Background: an optimization exercise with open tools, aiming at small area, a short achievable clock period and few clock cycles. Do not read the settings as production practice. No functional check of the RTL was part of this run. Power is estimated from default activity; no workload was simulated.

[constraint.sdc]
create_clock -name core_clock -period 8.0 [get_ports {clk}]
set_input_delay 1.6000 -clock core_clock [delete_from_list [all_inputs] [get_ports {clk}]]
set_output_delay 1.6000 -clock core_clock [all_outputs]
set_load 0.01 [all_outputs]
[design.v]
module pdk_engine (
    input  wire        clk,
    input  wire        rst,
    output wire [9:0]  imem_addr,
    input  wire [15:0] imem_rdata,
    output reg         io_we,
    output reg  [3:0]  io_waddr,
    output wire [7:0]  io_wdata,
    output reg         halted,
    output reg  [2:0]  fault_code,
    output reg         fault_write,
    output wire [15:0] fault_info,
    output wire [15:0] pc_o,
    output wire [15:0] acc_o,
    output wire [7:0]  sp_o,
    output wire [7:0]  flags_o,
    output wire [31:0] cycles_o
);
    localparam F_INSN  = 3'd1;
    localparam F_DATA  = 3'd2;
    localparam F_IO    = 3'd3;
    localparam F_OPC   = 3'd5;
    localparam F_STACK = 3'd6;
    reg [15:0]  pc;       
    reg [15:0]  ir;       
    reg [15:0]  finfo;    
    reg         irv;      
    reg         irk;      
    reg         uop2;     
    reg [9:0]   fa;       
    reg         rv;       
    reg [15:0]  acc;
    reg [31:0]  ticks;
    reg [7:0]   spm1;     
    reg [5:0]   ra;       
    reg [5:0]   wa;       
    reg         rst_q;    
    reg [511:0] dm;       
    reg [127:0] io;       
    reg d_ill, d_dbad, d_iobad, d_sfault, d_we;
    reg [15:0] pc_q, acc_q;
    reg [7:0]  sp_q, flags_q;
    reg sp_push_bad, sp_pop_bad, sp_call_bad, sp_ret_bad;
    wire [7:0] sp    = io[23:16];
    wire [7:0] flags = io[7:0];
    assign imem_addr  = fa;
    assign pc_o       = pc_q;
    assign acc_o      = acc_q;
    assign sp_o       = sp_q;
    assign flags_o    = flags_q;
    assign cycles_o   = ticks;
    assign fault_info = finfo;
    assign io_wdata   = acc_q[7:0];
    wire [15:0] w    = imem_rdata;
    wire [3:0]  wop  = w[15:12];
    wire        whi0 = (w[11:8] == 4'd0);
    wire        wlo0 = (w[7:0] == 8'd0);
    wire        w_sta = (wop == 4'h2);
    wire        w_lda = (wop == 4'h3);
    wire        w_legal = (wop <= 4'h5) && whi0 && (wop != 4'h0 || wlo0) ||
                          (wop == 4'h8) || (wop == 4'h9) ||
                          (wop >= 4'h6 && wop <= 4'hC) && whi0 && wlo0;
    wire        w_dbad  = (wop == 4'h2 || wop == 4'h3) && whi0 && (w[7:6] != 2'd0);
    wire        w_iobad = (wop == 4'h4 || wop == 4'h5) && whi0 && (w[7:4] != 4'd0);
    wire [3:0] op = ir[15:12];
    wire [7:0] a  = ir[7:0];
    wire is_ldi  = (op == 4'h1);
    wire is_sta  = (op == 4'h2);
    wire is_lda  = (op == 4'h3);
    wire is_out  = (op == 4'h4);
    wire is_in   = (op == 4'h5);
    wire is_push = (op == 4'h6);
    wire is_pop  = (op == 4'h7);
    wire is_jmp  = (op == 4'h8);
    wire is_call = (op == 4'h9);
    wire is_ret  = (op == 4'hA);
    wire is_dec  = (op == 4'hB);
    wire is_skz  = (op == 4'hC);
    wire f_insn  = (pc[15:10] != 6'd0);
    wire f_stack = (is_push && sp_push_bad) || (is_pop && sp_pop_bad) ||
                   (is_call && sp_call_bad) || (is_ret && sp_ret_bad);
    wire fault   = f_insn | d_sfault | f_stack;
    wire ex    = irv && !halted;
    wire exk   = ex && irk;                   
    wire ex2   = ex && !irk && uop2;          
    wire ex1   = ex && !irk && !uop2;         
    wire go1   = ex1 && !fault;               
    wire accz  = (acc == 16'd0);
    wire skip  = ex1 && is_skz && accz;
    wire [15:0] next  = pc + 16'd1;
    wire [7:0]  dm_rdata = dm[8*ra +: 8];
    wire        dm_we    = ex1 && d_we || ex2 && is_call;
    wire [5:0]  dm_waddr = wa;
    wire [7:0]  dm_wdata = is_call ? (uop2 ? next[15:8] : next[7:0]) : acc[7:0];
    wire [7:0]  dm_wd    = rst_q ? 8'd0 : dm_wdata;
    wire [7:0]  io_rdata = io[8*a[3:0] +: 8];
    wire        io_wr    = go1 && is_out;
    wire        sp_wr    = io_wr && a[3:0] == 4'd2;
    wire        sp_inc   = go1 && (is_push || is_call) || ex2 && is_call;
    wire        sp_dec   = go1 && (is_pop || is_ret) || ex2 && is_ret;
    wire        sp_wr_x  = ex1 && is_out && a[3:0] == 4'd2;
    wire        sp_inc_x = ex1 && (is_push || is_call) || ex2 && is_call;
    wire        sp_dec_x = ex1 && (is_pop || is_ret) || ex2 && is_ret;
    wire done  = exk || ex1 && !(is_jmp || is_call || is_ret) || ex2 && !is_ret;
    wire load  = !halted && (!irv || done);
    wire redir = load && rv && !skip && (wop == 4'h8 || wop == 4'h9);
    genvar g;
    generate
        for (g = 0; g < 64; g = g + 1) begin : g_dm
            always @(posedge clk)
                if (rst_q || (dm_we && dm_waddr == g))
                    dm[8*g +: 8] <= dm_wd;
        end
        for (g = 0; g < 16; g = g + 1) begin : g_io
            if (g == 2) begin : g_sp
                always @(posedge clk)
                    if (rst_q)
                        io[8*g +: 8] <= 8'd0;
                    else if (sp_wr)
                        io[8*g +: 8] <= acc[7:0];
                    else if (sp_inc)
                        io[8*g +: 8] <= sp + 8'd1;
                    else if (sp_dec)
                        io[8*g +: 8] <= spm1;
            end else begin : g_b
                always @(posedge clk)
                    if (rst_q || (io_wr && a[3:0] == g))
                        io[8*g +: 8] <= rst_q ? 8'd0 : acc[7:0];
            end
        end
    endgenerate
    always @(posedge clk) begin
        rst_q    <= rst;
        io_waddr <= a[3:0];
        pc_q     <= pc;
        acc_q    <= acc;
        sp_q     <= sp;
        flags_q  <= flags;
        if (rst) begin
            pc          <= 16'd0;
            irv         <= 1'b0;
            irk         <= 1'b0;
            uop2        <= 1'b0;
            fa          <= 10'd0;
            rv          <= 1'b0;
            acc         <= 16'd0;
            ticks       <= 32'd0;
            spm1        <= 8'hFF;
            ra          <= 6'h3F;
            wa          <= 6'h00;
            sp_push_bad <= 1'b0;
            sp_pop_bad  <= 1'b1;
            sp_call_bad <= 1'b0;
            sp_ret_bad  <= 1'b1;
            halted      <= 1'b0;
            io_we       <= 1'b0;
            fault_code  <= 3'd0;
            fault_write <= 1'b0;
        end else begin
            io_we <= io_wr;
            if (ex)
                ticks <= ticks + 32'd1;
            if (ex1 && fault) begin
                halted      <= 1'b1;
                fault_code  <= f_insn   ? F_INSN :
                               d_ill    ? F_OPC :
                               d_dbad   ? F_DATA :
                               d_iobad  ? F_IO : F_STACK;
                fault_write <= !f_insn && d_dbad && is_sta;
            end
            if (load ? w_lda : is_lda)
                ra <= load ? w[5:0] : a[5:0];
            else if (sp_wr_x)
                ra <= acc[5:0] - 6'd1;
            else if (sp_inc_x)
                ra <= sp[5:0];
            else if (sp_dec_x)
                ra <= spm1[5:0] - 6'd1;
            else
                ra <= spm1[5:0];
            if (load ? w_sta : is_sta)
                wa <= load ? w[5:0] : a[5:0];
            else if (sp_wr_x)
                wa <= acc[5:0];
            else if (sp_inc_x)
                wa <= sp[5:0] + 6'd1;
            else if (sp_dec_x)
                wa <= spm1[5:0];
            else
                wa <= sp[5:0];
            if (sp_wr_x) begin
                spm1        <= acc[7:0] - 8'd1;
                sp_push_bad <= acc[7:0] >= 8'd63;
                sp_pop_bad  <= acc[7:0] == 8'd0 || acc[7:0] >= 8'd65;
                sp_call_bad <= acc[7:0] >= 8'd62;
                sp_ret_bad  <= acc[7:0] < 8'd2 || acc[7:0] >= 8'd65;
            end else if (sp_inc_x) begin
                spm1        <= sp;
                sp_push_bad <= sp >= 8'd62;
                sp_pop_bad  <= sp >= 8'd64;
                sp_call_bad <= sp >= 8'd61;
                sp_ret_bad  <= sp == 8'd0 || sp >= 8'd64;
            end else if (sp_dec_x) begin
                spm1        <= spm1 - 8'd1;
                sp_push_bad <= spm1 >= 8'd63;
                sp_pop_bad  <= spm1 == 8'd0 || spm1 >= 8'd65;
                sp_call_bad <= spm1 >= 8'd62;
                sp_ret_bad  <= spm1 < 8'd2 || spm1 >= 8'd65;
            end
            if (exk || go1 && !(is_jmp || is_call || is_ret))
                pc <= next;
            else if (go1 && is_ret)
                pc[15:8] <= dm_rdata;
            else if (ex2 && is_ret)
                pc[7:0] <= dm_rdata;
            else if (ex2)
                pc <= {4'd0, ir[11:0]};
            if (go1) begin
                if (is_ldi)
                    acc <= {8'd0, a};
                if (is_lda || is_pop)
                    acc <= {8'd0, dm_rdata};
                if (is_in)
                    acc <= {8'd0, io_rdata};
                if (is_dec)
                    acc <= acc - 16'd1;
            end
            if (ex1 && (is_jmp || is_call || is_ret))
                uop2 <= 1'b1;
            else if (ex2)
                uop2 <= 1'b0;
            if (load) begin
                irv <= rv;
                irk <= skip;
            end else if (ex2 && is_ret) begin
                irv <= 1'b0;
            end
            if (ex2 && is_ret) begin
                fa <= {pc[9:8], dm_rdata};
                rv <= 1'b0;
            end else if (redir) begin
                fa <= w[9:0];
                rv <= 1'b0;
            end else begin
                fa <= fa + 10'd1;
                rv <= 1'b1;
            end
        end
    end
    always @(posedge clk) begin
        if (!rst && ex1 && fault)
            finfo <= f_insn  ? pc :
                     d_ill   ? ir :
                     d_dbad || d_iobad ? {8'd0, a} : {8'd0, sp};
        if (!rst && load) begin
            ir       <= w;
            d_we     <= (wop == 4'h2) || (wop == 4'h6) || (wop == 4'h9);
            d_ill    <= !w_legal;
            d_dbad   <= w_dbad;
            d_iobad  <= w_iobad;
            d_sfault <= !w_legal || w_dbad || w_iobad;
        end
    end
endmodule
[run.sh]
#!/bin/bash
# synth_recipe.tcl (not shown) runs the flow's synth.tcl, then flattens the netlist and writes it again
# the make line also repeats each setting of config.mk as NAME=value (left out here)
make -C /OpenROAD-flow-scripts/flow DESIGN_CONFIG=/design/flow/config.mk WORK_HOME=/design/flow/orfs CLKGATE_MAP_FILE= SYNTH_SCRIPT=/design/flow/synth_recipe.tcl finish
[config.mk]
export PLATFORM = sky130hd
export DESIGN_NAME = pdk_engine
export DESIGN_NICKNAME = pdk_engine
export VERILOG_FILES = /design/flow/design.v
export SDC_FILE = /design/flow/constraint.sdc
export NUM_CORES = 4
export LEC_CHECK = 0
export CAP_MARGIN = 20
export CORE_MARGIN = 2
export CORE_UTILIZATION = 55
export CTS_CLUSTER_DIAMETER = 100
export CTS_CLUSTER_SIZE = 24
export PLACE_DENSITY = 0.7
export SETUP_SLACK_MARGIN = 5
export SLEW_MARGIN = 20
==> metrics.md <==
| Metric | Value |
|---|---|
| Outcome | `complete, no violations` |
| Htree depth | `2` |
| DIE AREA | `0.0671 mm^2` |
| Row Count | `93` |
| Initial Util | `55.6%` |
| Ys Warns | `1` |
| Syn nets | `2467` |
| Routed Antenna Nets | `0` |
| Max Clk Rate | `0.332 GHz` |
| Final core occ | `62.2%` |
| Register Area | `0.0235 mm^2` |
| CTS tree | `built` |
| WP data arrival | `3.56 ns` |
| Synth Instances | `2431` |
| Mux share of post-synthesis cell area | `11.6%` |
| Worst Skew | `0.0282 ns` |
| Overflow after GRT | `0` |
| Port Buffers | `141` |
| Leak | `0.0149 uW` |
| Worst-skew pair later-pin latency | `0.63 ns` |
| Worst setup margin | `4.99 ns` |
| Ports | `142` |
| Pwr/cell area | `202 mW/mm^2` |
| Total number of vias | `22372` |
| Setup violations, final | `0` |
| Slowest cell on crit path | `o32ai_1` |
| Compound-Gate Fraction of Synth Area | `8.93%` |
| First-pass GRT wire length | `148 mm` |
| Syn Std Cell Area | `0.0358 mm^2` |
| Largest family of logic cells by synthesized area | `multiplexers` |
| Synth Area in Simple Gates | `9.15%` |
| Area delta synth->final | `11.8%` |
| Clock Sinks | `838` |
| Final Critical Period | `3.01 ns` |
| CTS Buffer Depth | `3` |
| Period utilization | `37.6%` |
| Crit Path Class | `reg -> reg` |
| Total Wirelength | `100 mm` |
| Synth Area in XOR/XNOR | `1.59%` |
| CP Cell Sequence | `or4_4, nor4_4, nand2_1, o32ai_1, nor3_1, a211oi_1` |
| Largest area contributor in the netlist | `edfxtp_1` |
| Adder-cell share of the synthesized area | `0.629%` |
| Worst path buffer plus inverter count | `0` |
| Worst EP required | `8.55 ns` |
| Number of synthesized register bits | `838` |
| Unique masters post-synth | `100` |
| Share of post-route cells with drive strength above 1 | `18.6%` |
| Asr flop ratio synth | `0%` |
| Initial antenna violation count | `0` |
| Vias per inst | `6.56` |
| Dpl hpwl | `65.7 mm` |
| Pre-CTS WS | `3.92 ns` |
| Vias in the first global route | `21807` |
| Die W | `259 um` |
| Max-slew violations | `0` |
| Top post-synthesis cells by count | `669 x edfxtp_1, 169 x dfxtp_1, 154 x nand2_1, 133 x nor2_1, 121 x mux4_2` |
| Clock slew at reported path FFs | `0.11 ns` |
| Routed len/inst | `29.4 um` |
| Maximum VDD drop | `0.219 mV` |
| Final RePlAce weighted congestion | `0.982` |
| Primary FF master, synth | `edfxtp_1` |
| Post-synth EDFFs | `669` |
| DRC | `0` |
| CP max FO | `9` |
| Synth area leaders | `edfxtp_1 56%, dfxtp_1 9.5%, mux4_2 7.6%` |
| Register area share after synthesis | `65.6%` |
| Max cap viols | `0` |
| Endpoint class of the critical path | `flip-flop` |
| Most common cell in the synthesized netlist | `edfxtp_1` |
| DR iter-0 viols | `2629` |
| Largest net degree at the start of global routing | `74` |
| Slowest stage delay, CP | `0.76 ns` |
| CP delay by family, top | `simple AND/OR/NAND/NOR gates` |
| Total CTS buffers | `42` |
| Multi-input gate area | `0.0120 mm^2` |
| Tightest Pin Transition | `1.05 ns` |
| Fillcell total | `4763` |
| All-Layer GR Usage | `29.9%` |
| Ant. Diodes | `0` |
| Relative slew slack | `29.9%` |
| Core ar. | `0.0643 mm^2` |
| Nets | `2576` |
| Syn_area_per_cell | `14.7 um^2` |
| Chip Height | `259 um` |
| Yosys top cell area share | `56.1%` |
| Clock Tree Root | `clkbuf_16` |
| Unrepaired setup endpoints after global routing | `true` |
| Worst hold slack | `0.395 ns` |
| Final-report hold violation count | `0` |
| HP Class | `reg -> reg` |
| Setup_tns | `0 ns` |
| Hold buffer count at cts | `0` |
| DR pass1 iterations | `7` |
| CP startpoint kind | `flip-flop` |
==> final timing paths <==
check | startpoint | to | slack (ns) | cells after the start
setup / recovery | pc[10] | acc[1] | 4.99 | 6
hold / removal | acc[14] | acc_q[14] | 0.40 | 0
setup reg to reg | pc[10] | acc[1] | 4.99 | 6
hold reg to reg | acc[14] | acc_q[14] | 0.40 | 0
==> state kept, by name, indices dropped and copies added (netlist names), 6 cells and up <==
register / cells
dm: 512
io: 128
ticks: 32
flags_q: 8
finfo: 16
pc_q: 16
spm1: 8
ir: 16
pc: 16
sp_q: 8
ra: 6
fa: 10
wa: 6
acc_q: 16
acc: 16
==> final cells by class <==
class | count | share of cell area [%]
clock buffer | 52 | 2.77
clock inverter | 9 | 0.231
inverter | 25 | 0.244
multi-input combinational | 1415 | 30.0
sequential | 838 | 58.8
tap | 855 | 2.67
timing repair buffer | 218 | 5.18
==> metal layers <==
metal | up-vias | part of all wire, % | GRT usage, %
met5 | - | 0 | 0
met4 | 0 | 4.5 | 12.4
met3 | 234 | 8.1 | 4.32
met2 | 1149 | 49 | 48.7
met1 | 11298 | 39 | 40.7
li1 | 9691 | - | -
==> worst reg2reg max path: stages, from the launching register on <==
cell and delay, ns:
dfxtp_1 0.47, or4_4 0.63, nor4_4 0.41, nand2_1 0.20
o32ai_1 0.76, nor3_1 0.19, a211oi_1 0.27
==> where the power goes <==
part           switching (uW)  total, uW  internal (uW)
combinational             466        758            292
clock                    1370       2370           1010
sequential               88.6       4940           4850
total                    1920       8070           6150
==> placed cells by master, fill, tap and decap left out, types with 14 or more instances in the layout <==
cell type      Yosys  final
a211oi_1          27     27
a21o_1            57     28
a21o_2             0     29
a21oi_1           67     60
a22oi_1           42     42
a31oi_1           16     16
and2_1            18     17
and3_1            16     16
buf_4             21     52
clkbuf_16          0     44
dfxtp_1          169    133
dfxtp_2            0     27
dlygate4sd2_1      0    126
edfxtp_1         669    669
ha_1              18     18
inv_1             24     23
mux2_2            23     23
mux2i_1          115    114
mux4_2           121    121
nand2_1          154    152
nand2b_1          21     21
nand3_1           58     58
nand4_1           40     40
nor2_1           133    115
nor2b_1           24     18
nor3_1            46     40
nor4_1            16     14
o211ai_1          18     18
o21ai_0           73     72
o21bai_2           0     25
or3_1             21     21
xnor2_1           40     40
xor2_1            25     25
==> cell families after synthesis <==
kind of cell / Yosys count
flip-flops: 838
AND/OR/NAND/NOR: 621
AO/OA/AOI/OAI: 450
multiplexers: 259
buffers and inverters: 180
XOR/XNOR: 65
adder cells (fa/ha/maj): 18
==> metrics by stage <==
| stage | instance area (um^2) | power [uW] | cells |
|---|---|---|---|
| after global placement | 37800 | 5730 | 3304 |
| after floorplan | 35800 | 5470 | 2431 |
| final | 40000 | 8070 | 3412 |
| after CTS | 39600 | 8070 | 3393 |
| after detailed placement | 37800 | 5740 | 3306 |
| after global routing | 40000 | 8310 | 3412 |
==> what timing repair did <==
item                                     CTS  global route
setup buffers                             23            18
pin swaps                                  6             6
resized for setup                        270            56
gates cloned                               3             1
endpoints found under the setup margin  1255           727

[separate check: timing with driven ports]
The flow's constraints put no driver on any port. The routed layout listed below was extracted and timed again, unchanged, in two steps. Step 1 sets driving cells, clkbuf_16 on the clock port and buf_2 on the other inputs (assumed; they add their load-dependent delay and slew). Step 2 moves the port delays by t, midway between the first and last clock arrival at a register: inputs arrive t later, outputs are due t later. That takes back most of the time a late clock gives input paths. Slacks: ideal / step 1 / step 2; pairs: ideal / step 1.
t, ns: 0.676
setup slack, ns: 4.988 / 4.979 / 4.364
worst setup path at the end: input to register
latest minus earliest clock arrival (ns): 0.028 / 0.029
After both steps setup and hold are still met in this run. The setup slack of this run moves by -0.009 ns with the drivers and by -0.624 ns with both steps.
